From an optimization exercise on the open Yosys and OpenROAD flow, aimed at small area; shortcuts taken in it are not production practice.
In this exercise RTL edits were held to simulation tests only and were not proved equivalent to the original.

==> willow: inputs <==
==> flow/design.v <==
module b62_core (
    input  wire         clk,
    input  wire         rst,       
    input  wire         start,     
    input  wire         dec,       
    input  wire [1:0]   sel,       
    input  wire [5:0]   len,       
    input  wire [343:0] din,
    output wire         ready,
    output reg          done,
    output wire [1:0]   err,       
    output wire [5:0]   err_idx,   
    output wire [5:0]   out_len,
    output wire [343:0] dout
);
    localparam ERR_NONE  = 2'd0;
    localparam ERR_ALPHA = 2'd1;
    localparam ERR_FRAME = 2'd2;
    localparam ERR_OVF   = 2'd3;
    function [7:0] alpha;
        input [1:0] s;
        input [5:0] d;
        reg       s1, t1, t2;
        reg [6:0] k;
        begin
            s1 = (s == 2'd1);
            t1 = s1 ? (d < 6'd26) : (d < 6'd10);
            t2 = s1 ? (d < 6'd52) : (d < 6'd36);
            case (s)
                2'd1:    k = t1 ? 7'h41 : t2 ? 7'h47 : 7'h7C;    
                2'd2:    k = t1 ? 7'h30 : t2 ? 7'h57 : 7'h1D;    
                default: k = t1 ? 7'h30 : t2 ? 7'h37 : 7'h3D;    
            endcase
            alpha = {1'b0, {1'b0, d} + k};
        end
    endfunction
    function [6:0] sym;
        input [1:0] s;
        input [7:0] c;
        reg       isdig, inlet, ok;
        reg [5:0] k;
        begin
            isdig = (c[7:4] == 4'b0011) && !(c[3] && (c[2] || c[1]));
            inlet = (c[4:0] != 5'd0) && !(c[4] && c[3] && (c[2] || (c[1] && c[0])));
            ok    = isdig || (c[7:6] == 2'b01 && inlet);
            if (!c[6])      k = (s == 2'd1) ? 6'd36 : 6'd48;                         
            else if (!c[5]) k = (s == 2'd0) ? 6'd9 : (s == 2'd1) ? 6'd63 : 6'd35;    
            else            k = (s == 2'd0) ? 6'd35 : (s == 2'd1) ? 6'd25 : 6'd9;    
            sym = {ok, {1'b0, c[4:0]} + k};
        end
    endfunction
    reg  [343:0] ring;        
    reg  [7:0]   x;           
    reg  [7:0]   r;           
    reg          busy;
    reg          dec_r;
    reg  [1:0]   sel_r;
    reg  [5:0]   len_r;
    reg  [5:0]   c;           
    reg  [5:0]   j;           
    reg          pre;         
    reg          clr;         
    reg          fin;         
    reg          after;       
    reg          nz;          
    reg  [1:0]   err_r;
    assign ready   = !busy;
    assign dout    = ring;
    assign err     = err_r;
    assign err_idx = (err_r == ERR_ALPHA) ? j : 6'd0;
    assign out_len = (err_r == ERR_NONE) ? j : 6'd0;
    wire [7:0] top   = ring[343:336];
    wire       div   = !pre && !clr;
    wire       m_ins = div && !after && (c == j);    
    wire       m_dir = div && !after && (c != j);
    wire       inchk = (c < len_r);                  
    reg        s_ok;
    reg  [6:0] s_k;
    always @* begin
        s_ok = ((top[7:4] == 4'b0011) && !(top[3] && (top[2] || top[1]))) ||
               (top[7:6] == 2'b01 && (top[4:0] != 5'd0) &&
                !(top[4] && top[3] && (top[2] || (top[1] && top[0]))));
        if (dec_r) begin
            if (!top[6])      s_k = (sel_r == 2'd1) ? 7'd36 : 7'd48;
            else if (!top[5]) s_k = (sel_r == 2'd0) ? 7'd9 : (sel_r == 2'd1) ? 7'd63 : 7'd35;
            else              s_k = (sel_r == 2'd0) ? 7'd35 : (sel_r == 2'd1) ? 7'd25 : 7'd9;
        end else begin
            case (sel_r)
                2'd1:    s_k = (r[5:0] < 6'd26) ? 7'h41 : (r[5:0] < 6'd52) ? 7'h47 : 7'h7C;
                2'd2:    s_k = (r[5:0] < 6'd10) ? 7'h30 : (r[5:0] < 6'd36) ? 7'h57 : 7'h1D;
                default: s_k = (r[5:0] < 6'd10) ? 7'h30 : (r[5:0] < 6'd36) ? 7'h37 : 7'h3D;
            endcase
        end
    end
    wire [6:0] s_sum = (dec_r ? {2'b00, top[4:0]} : {1'b0, r[5:0]}) + s_k;
    wire [6:0] cs    = {s_ok, s_sum[5:0]};
    wire       hit   = pre && dec_r && inchk && !cs[6];    
    wire       frame = (len_r == 6'd1) || (len_r[1:0] == 2'd0);
    wire [5:0] jn    = j + 6'd1;
    wire [5:0] lnx   = len_r - (dec_r ? ((len_r[1:0] == 2'd1) ? 6'd2 : 6'd1)
                                      : {5'd0, j[1:0] != 2'd0});
    wire       last  = dec_r ? (len_r == 6'd2) : (lnx == 6'd0 && jn[1:0] != 2'd0);
    wire [9:0]  u  = {r[5:0], 3'b000} + {2'b00, top};    
    wire [3:0]  q2 = u / 10'd62;
    wire [5:0]  re = u % 10'd62;
    wire [7:0]  qe = {r[5:0], 2'b00} + {4'd0, q2};
    wire [13:0] td = {r, 6'd0} - {r, 1'b0} + {8'd0, top[5:0]};
    wire [7:0]  qd = {2'b00, td[13:8]};
    wire [7:0]  rd = td[7:0];
    wire [7:0] q   = dec_r ? qd : qe;
    wire [7:0] ins = dec_r ? r : {1'b0, s_sum};
    wire [7:0] pv  = !inchk ? 8'd0 : dec_r ? {2'b00, cs[5:0]} : top;
    wire [7:0] y = clr   ? 8'd0 :
                   pre   ? pv :
                   m_dir ? q :
                   m_ins ? ins : x;
    wire load = start && !busy;
    always @(posedge clk) begin
        ring <= {ring[335:0], y} | (din & {344{load}});
        x    <= top;
        if (rst) begin
            busy <= 1'b1;
            clr  <= 1'b1;
            pre  <= 1'b0;
            fin  <= 1'b0;
            c    <= 6'd42;
            done <= 1'b0;
        end else begin
            done <= 1'b0;
            if (!busy) begin
                if (start) begin
                    busy    <= 1'b1;
                    dec_r   <= dec;
                    sel_r   <= sel;
                    len_r   <= len;
                    c       <= 6'd42;
                    j       <= 6'd0;
                    pre     <= 1'b1;
                    clr     <= 1'b0;
                    err_r   <= ERR_NONE;
                end
            end else begin
                c       <= c - 6'd1;
                if (m_dir && qd != 8'd0) nz <= 1'b1;
                if (m_dir) r <= dec_r ? rd : {2'b00, re};
                if (m_ins || pre) r <= 8'd0;
                if (m_ins) after <= 1'b1;
                if (hit && err_r == ERR_NONE) err_r <= ERR_ALPHA;
                if (pre && dec_r && inchk && cs[6] && err_r == ERR_NONE) j <= jn;
                if (c == 6'd0) begin
                    c     <= 6'd43;
                    nz    <= 1'b0;
                    after <= 1'b0;
                    pre   <= 1'b0;
                    if (div) begin
                        j     <= jn;
                        len_r <= lnx;
                    end
                    if (clr) begin
                        busy <= 1'b0;
                        done <= fin;
                    end else if (pre) begin
                        if (err_r != ERR_NONE || hit) begin
                            clr <= 1'b1;
                            fin <= 1'b1;
                            c   <= 6'd42;
                        end else if (dec_r && frame) begin
                            err_r <= ERR_FRAME;
                            clr   <= 1'b1;
                            fin   <= 1'b1;
                            c     <= 6'd42;
                        end else begin
                            j <= 6'd0;
                        end
                    end else if (last) begin
                        clr <= 1'b1;
                        c   <= 6'd42;
                        if (dec_r && nz) begin
                            err_r <= ERR_OVF;
                            fin   <= 1'b1;
                        end else begin
                            fin  <= 1'b0;
                            done <= 1'b1;
                        end
                    end
                end
            end
        end
    end
endmodule
==> flow/flow/run.sh <==
#!/bin/bash
# The standard layout (standard.sh), with two changes to how it is made:
# ports are buffered with the smallest buffer instead of a delay buffer, and
# clock tree synthesis uses small clock buffers and no dummy loads.
set -euo pipefail
export BUFFER_PORTS_ARGS="-buffer_cell sky130_fd_sc_hd__buf_1"
export CTS_ARGS="-sink_clustering_enable -repair_clock_nets -dont_use_dummy_load -buf_list {sky130_fd_sc_hd__clkbuf_8} -sink_clustering_size 14 -sink_clustering_max_diameter 70"
bash standard.sh finish > standard.log 2>&1
==> flow/standard.sh <==
#!/bin/bash
# synth_recipe.tcl (not shown) runs the flow's synth.tcl, then flattens the netlist and writes it again
# the make line also repeats each setting of config.mk as NAME=value (left out here)
make -C /OpenROAD-flow-scripts/flow DESIGN_CONFIG=/design/flow/config.mk WORK_HOME=/design/flow/orfs CLKGATE_MAP_FILE= SYNTH_SCRIPT=/design/flow/synth_recipe.tcl "${@:-finish}"
==> flow/config.mk <==
export PLATFORM = sky130hd
export DESIGN_NAME = b62_core
export DESIGN_NICKNAME = b62_core
export VERILOG_FILES = /design/flow/design.v
export SDC_FILE = /design/flow/constraint.sdc
export NUM_CORES = 4
export LEC_CHECK = 0
export CAP_MARGIN = 20
export CORE_MARGIN = 2
export CORE_UTILIZATION = 40
export SLEW_MARGIN = 20
==> flow/constraint.sdc <==
create_clock -name core_clock -period 5.5 [get_ports {clk}]
set_input_delay 1.1000 -clock core_clock [delete_from_list [all_inputs] [get_ports {clk}]]
set_output_delay 1.1000 -clock core_clock [all_outputs]
set_load 0.01 [all_outputs]
==> fjord (differences from willow) <==
--- a/flow/design.v
+++ b/flow/design.v
@@ -61,2 +61,3 @@
     reg          pre;         
+    reg          post;        
     reg          clr;         
@@ -72,6 +73,7 @@
     wire [7:0] top   = ring[343:336];
-    wire       div   = !pre && !clr;
-    wire       m_ins = div && !after && (c == j);    
-    wire       m_dir = div && !after && (c != j);
-    wire       inchk = (c < len_r);                  
+    wire       div   = !pre && !post && !clr;
+    wire       mark  = (c == (pre ? len_r : j));
+    wire       m_ins = div && !after && mark;
+    wire       m_dir = div && !after && !mark;
+    wire       m_dly = div && after;
     reg        s_ok;
@@ -79,14 +81,14 @@
     always @* begin
-        s_ok = ((top[7:4] == 4'b0011) && !(top[3] && (top[2] || top[1]))) ||
-               (top[7:6] == 2'b01 && (top[4:0] != 5'd0) &&
-                !(top[4] && top[3] && (top[2] || (top[1] && top[0]))));
+        s_ok = ((x[7:4] == 4'b0011) && !(x[3] && (x[2] || x[1]))) ||
+               (x[7:6] == 2'b01 && (x[4:0] != 5'd0) &&
+                !(x[4] && x[3] && (x[2] || (x[1] && x[0]))));
         if (dec_r) begin
-            if (!top[6])      s_k = (sel_r == 2'd1) ? 7'd36 : 7'd48;
-            else if (!top[5]) s_k = (sel_r == 2'd0) ? 7'd9 : (sel_r == 2'd1) ? 7'd63 : 7'd35;
-            else              s_k = (sel_r == 2'd0) ? 7'd35 : (sel_r == 2'd1) ? 7'd25 : 7'd9;
+            if (!x[6])      s_k = (sel_r == 2'd1) ? 7'd36 : 7'd48;                         
+            else if (!x[5]) s_k = (sel_r == 2'd0) ? 7'd9 : (sel_r == 2'd1) ? 7'd63 : 7'd35;    
+            else            s_k = (sel_r == 2'd0) ? 7'd35 : (sel_r == 2'd1) ? 7'd25 : 7'd9;    
         end else begin
             case (sel_r)
-                2'd1:    s_k = (r[5:0] < 6'd26) ? 7'h41 : (r[5:0] < 6'd52) ? 7'h47 : 7'h7C;
-                2'd2:    s_k = (r[5:0] < 6'd10) ? 7'h30 : (r[5:0] < 6'd36) ? 7'h57 : 7'h1D;
-                default: s_k = (r[5:0] < 6'd10) ? 7'h30 : (r[5:0] < 6'd36) ? 7'h37 : 7'h3D;
+                2'd1:    s_k = (x[5:0] < 6'd26) ? 7'h41 : (x[5:0] < 6'd52) ? 7'h47 : 7'h7C;
+                2'd2:    s_k = (x[5:0] < 6'd10) ? 7'h30 : (x[5:0] < 6'd36) ? 7'h57 : 7'h1D;
+                default: s_k = (x[5:0] < 6'd10) ? 7'h30 : (x[5:0] < 6'd36) ? 7'h37 : 7'h3D;
             endcase
@@ -94,5 +96,4 @@
     end
-    wire [6:0] s_sum = (dec_r ? {2'b00, top[4:0]} : {1'b0, r[5:0]}) + s_k;
-    wire [6:0] cs    = {s_ok, s_sum[5:0]};
-    wire       hit   = pre && dec_r && inchk && !cs[6];    
+    wire [6:0] s_sum = {1'b0, x[5] && !dec_r, x[4:0]} + s_k;
+    wire       hit   = pre && dec_r && after && !s_ok;    
     wire       frame = (len_r == 6'd1) || (len_r[1:0] == 2'd0);
@@ -103,5 +104,7 @@
     wire [9:0]  u  = {r[5:0], 3'b000} + {2'b00, top};    
-    wire [3:0]  q2 = u / 10'd62;
-    wire [5:0]  re = u % 10'd62;
-    wire [7:0]  qe = {r[5:0], 2'b00} + {4'd0, q2};
+    wire [3:0]  ua = u[9:6];                              
+    wire [6:0]  v  = {2'b00, ua, 1'b0} + {1'b0, u[5:0]};
+    wire        ge = (v >= 7'd62);
+    wire [5:0]  re = ge ? v[5:0] + 6'd2 : v[5:0];
+    wire [7:0]  qe = {r[5:0], 2'b00} + {4'd0, ua} + {7'd0, ge};
     wire [13:0] td = {r, 6'd0} - {r, 1'b0} + {8'd0, top[5:0]};
@@ -109,9 +112,6 @@
     wire [7:0]  rd = td[7:0];
-    wire [7:0] q   = dec_r ? qd : qe;
-    wire [7:0] ins = dec_r ? r : {1'b0, s_sum};
-    wire [7:0] pv  = !inchk ? 8'd0 : dec_r ? {2'b00, cs[5:0]} : top;
-    wire [7:0] y = clr   ? 8'd0 :
-                   pre   ? pv :
-                   m_dir ? q :
-                   m_ins ? ins : x;
+    wire [7:0] q  = dec_r ? qd : qe;
+    wire [7:0] pv = !after ? 8'd0 : (dec_r || post) ? {1'b0, s_sum} : x;
+    wire [7:0] y = ({8{pre || post}} & pv) | ({8{m_dir}} & q) | ({8{m_ins}} & r) |
+                   ({8{m_dly}} & x);
     wire load = start && !busy;
@@ -124,4 +124,5 @@
             pre  <= 1'b0;
+            post <= 1'b0;
             fin  <= 1'b0;
-            c    <= 6'd42;
+            c    <= 6'd43;
             done <= 1'b0;
@@ -135,3 +136,3 @@
                     len_r   <= len;
-                    c       <= 6'd42;
+                    c       <= 6'd43;
                     j       <= 6'd0;
@@ -142,9 +143,8 @@
             end else begin
-                c       <= c - 6'd1;
+                c <= c - 6'd1;
                 if (m_dir && qd != 8'd0) nz <= 1'b1;
-                if (m_dir) r <= dec_r ? rd : {2'b00, re};
-                if (m_ins || pre) r <= 8'd0;
-                if (m_ins) after <= 1'b1;
+                r <= (pre || c == 6'd0) ? 8'd0 : dec_r ? rd : {2'b00, re};
+                if (mark) after <= 1'b1;
                 if (hit && err_r == ERR_NONE) err_r <= ERR_ALPHA;
-                if (pre && dec_r && inchk && cs[6] && err_r == ERR_NONE) j <= jn;
+                if (pre && dec_r && after && s_ok && err_r == ERR_NONE) j <= jn;
                 if (c == 6'd0) begin
@@ -154,2 +154,3 @@
                     pre   <= 1'b0;
+                    post  <= 1'b0;
                     if (div) begin
@@ -165,3 +166,2 @@
                             fin <= 1'b1;
-                            c   <= 6'd42;
                         end else if (dec_r && frame) begin
@@ -170,3 +170,2 @@
                             fin   <= 1'b1;
-                            c     <= 6'd42;
                         end else begin
@@ -174,6 +173,5 @@
                         end
-                    end else if (last) begin
+                    end else if (post || (last && dec_r)) begin
                         clr <= 1'b1;
-                        c   <= 6'd42;
-                        if (dec_r && nz) begin
+                        if (nz) begin
                             err_r <= ERR_OVF;
@@ -184,2 +182,4 @@
                         end
+                    end else if (last) begin
+                        post <= 1'b1;
                     end
CORE_AREA = 4 4 211 211   (was unset)
CORE_MARGIN = unset   (was 2)
CORE_UTILIZATION = unset   (was 40)
DIE_AREA = 0 0 215 215   (was unset)
==> juniper (differences from willow) <==
--- a/flow/design.v
+++ b/flow/design.v
@@ -62,4 +62,4 @@
     reg          clr;         
-    reg          fin;         
     reg          after;       
+    reg          was_dir;     
     reg          nz;          
@@ -97,2 +97,3 @@
     wire       hit   = pre && dec_r && inchk && !cs[6];    
+    wire       ovf   = nz || (was_dir && ring[7:0] != 8'd0);
     wire       frame = (len_r == 6'd1) || (len_r[1:0] == 2'd0);
@@ -116,12 +117,10 @@
                    m_ins ? ins : x;
-    wire load = start && !busy;
     always @(posedge clk) begin
-        ring <= {ring[335:0], y} | (din & {344{load}});
-        x    <= top;
+        if (!busy)
+            ring <= din;
+        else
+            ring <= {ring[335:0], y};
+        x <= top;
         if (rst) begin
-            busy <= 1'b1;
-            clr  <= 1'b1;
-            pre  <= 1'b0;
-            fin  <= 1'b0;
-            c    <= 6'd42;
+            busy <= 1'b0;
             done <= 1'b0;
@@ -143,3 +142,4 @@
                 c       <= c - 6'd1;
-                if (m_dir && qd != 8'd0) nz <= 1'b1;
+                was_dir <= m_dir;
+                if (was_dir && ring[7:0] != 8'd0) nz <= 1'b1;
                 if (m_dir) r <= dec_r ? rd : {2'b00, re};
@@ -160,3 +160,3 @@
                         busy <= 1'b0;
-                        done <= fin;
+                        done <= 1'b1;
                     end else if (pre) begin
@@ -164,3 +164,2 @@
                             clr <= 1'b1;
-                            fin <= 1'b1;
                             c   <= 6'd42;
@@ -169,3 +168,2 @@
                             clr   <= 1'b1;
-                            fin   <= 1'b1;
                             c     <= 6'd42;
@@ -175,9 +173,8 @@
                     end else if (last) begin
-                        clr <= 1'b1;
-                        c   <= 6'd42;
-                        if (dec_r && nz) begin
+                        if (dec_r && ovf) begin
                             err_r <= ERR_OVF;
-                            fin   <= 1'b1;
+                            clr   <= 1'b1;
+                            c     <= 6'd42;
                         end else begin
-                            fin  <= 1'b0;
+                            busy <= 1'b0;
                             done <= 1'b1;
--- a/flow/flow/run.sh
+++ b/flow/flow/run.sh
@@ -6,3 +6,3 @@
 export BUFFER_PORTS_ARGS="-buffer_cell sky130_fd_sc_hd__buf_1"
-export CTS_ARGS="-sink_clustering_enable -repair_clock_nets -dont_use_dummy_load -buf_list {sky130_fd_sc_hd__clkbuf_8} -sink_clustering_size 14 -sink_clustering_max_diameter 70"
+export CTS_ARGS="-sink_clustering_enable -repair_clock_nets -dont_use_dummy_load -buf_list {sky130_fd_sc_hd__clkbuf_4 sky130_fd_sc_hd__clkbuf_8} -sink_clustering_size 12 -sink_clustering_max_diameter 60"
 bash standard.sh finish > standard.log 2>&1
==> notes <==
juniper ran to the end with no violations. fjord produced a clean layout. willow failed in I/O pin placement (3_2_place_iop) with PPL-0024.
In fjord the register-to-register slack is lower than in juniper, by 0.09 ns.
Of willow and fjord, willow has the higher synthesized area (gap about 3%, measured against fjord).
In fjord the utilization is lower than in juniper, by 8.1 points.
Between fjord and juniper, the lower first-iteration DRC count is in juniper (gap 6.8%, measured against juniper).

static timing again, ports no longer ideal:
Ports are ideal in the flow. The routed layouts listed here were re-timed in OpenROAD.
Step 1, drivers: a clkbuf_16 drives clk and a buf_2 each remaining input, both assumed.
Step 2 also shifts input and output timing later by t, the mid clock arrival at the registers, as if the neighbouring blocks saw the same clock.
Three values: ideal ports, drivers, drivers and shift; two values: the first two.
| run | shift t [ns] | slack for setup (ns) | worst setup path after step 2 | cell pins on the clock port's net |
|---|---|---|---|---|
| fjord | 0.647 | 0.549 / 0.549 / 0.549 | register to register | 1 |
| juniper | 0.639 | 0.642 / 0.642 / 0.642 | register to register | 1 |
After both steps every run listed still meets setup and hold.
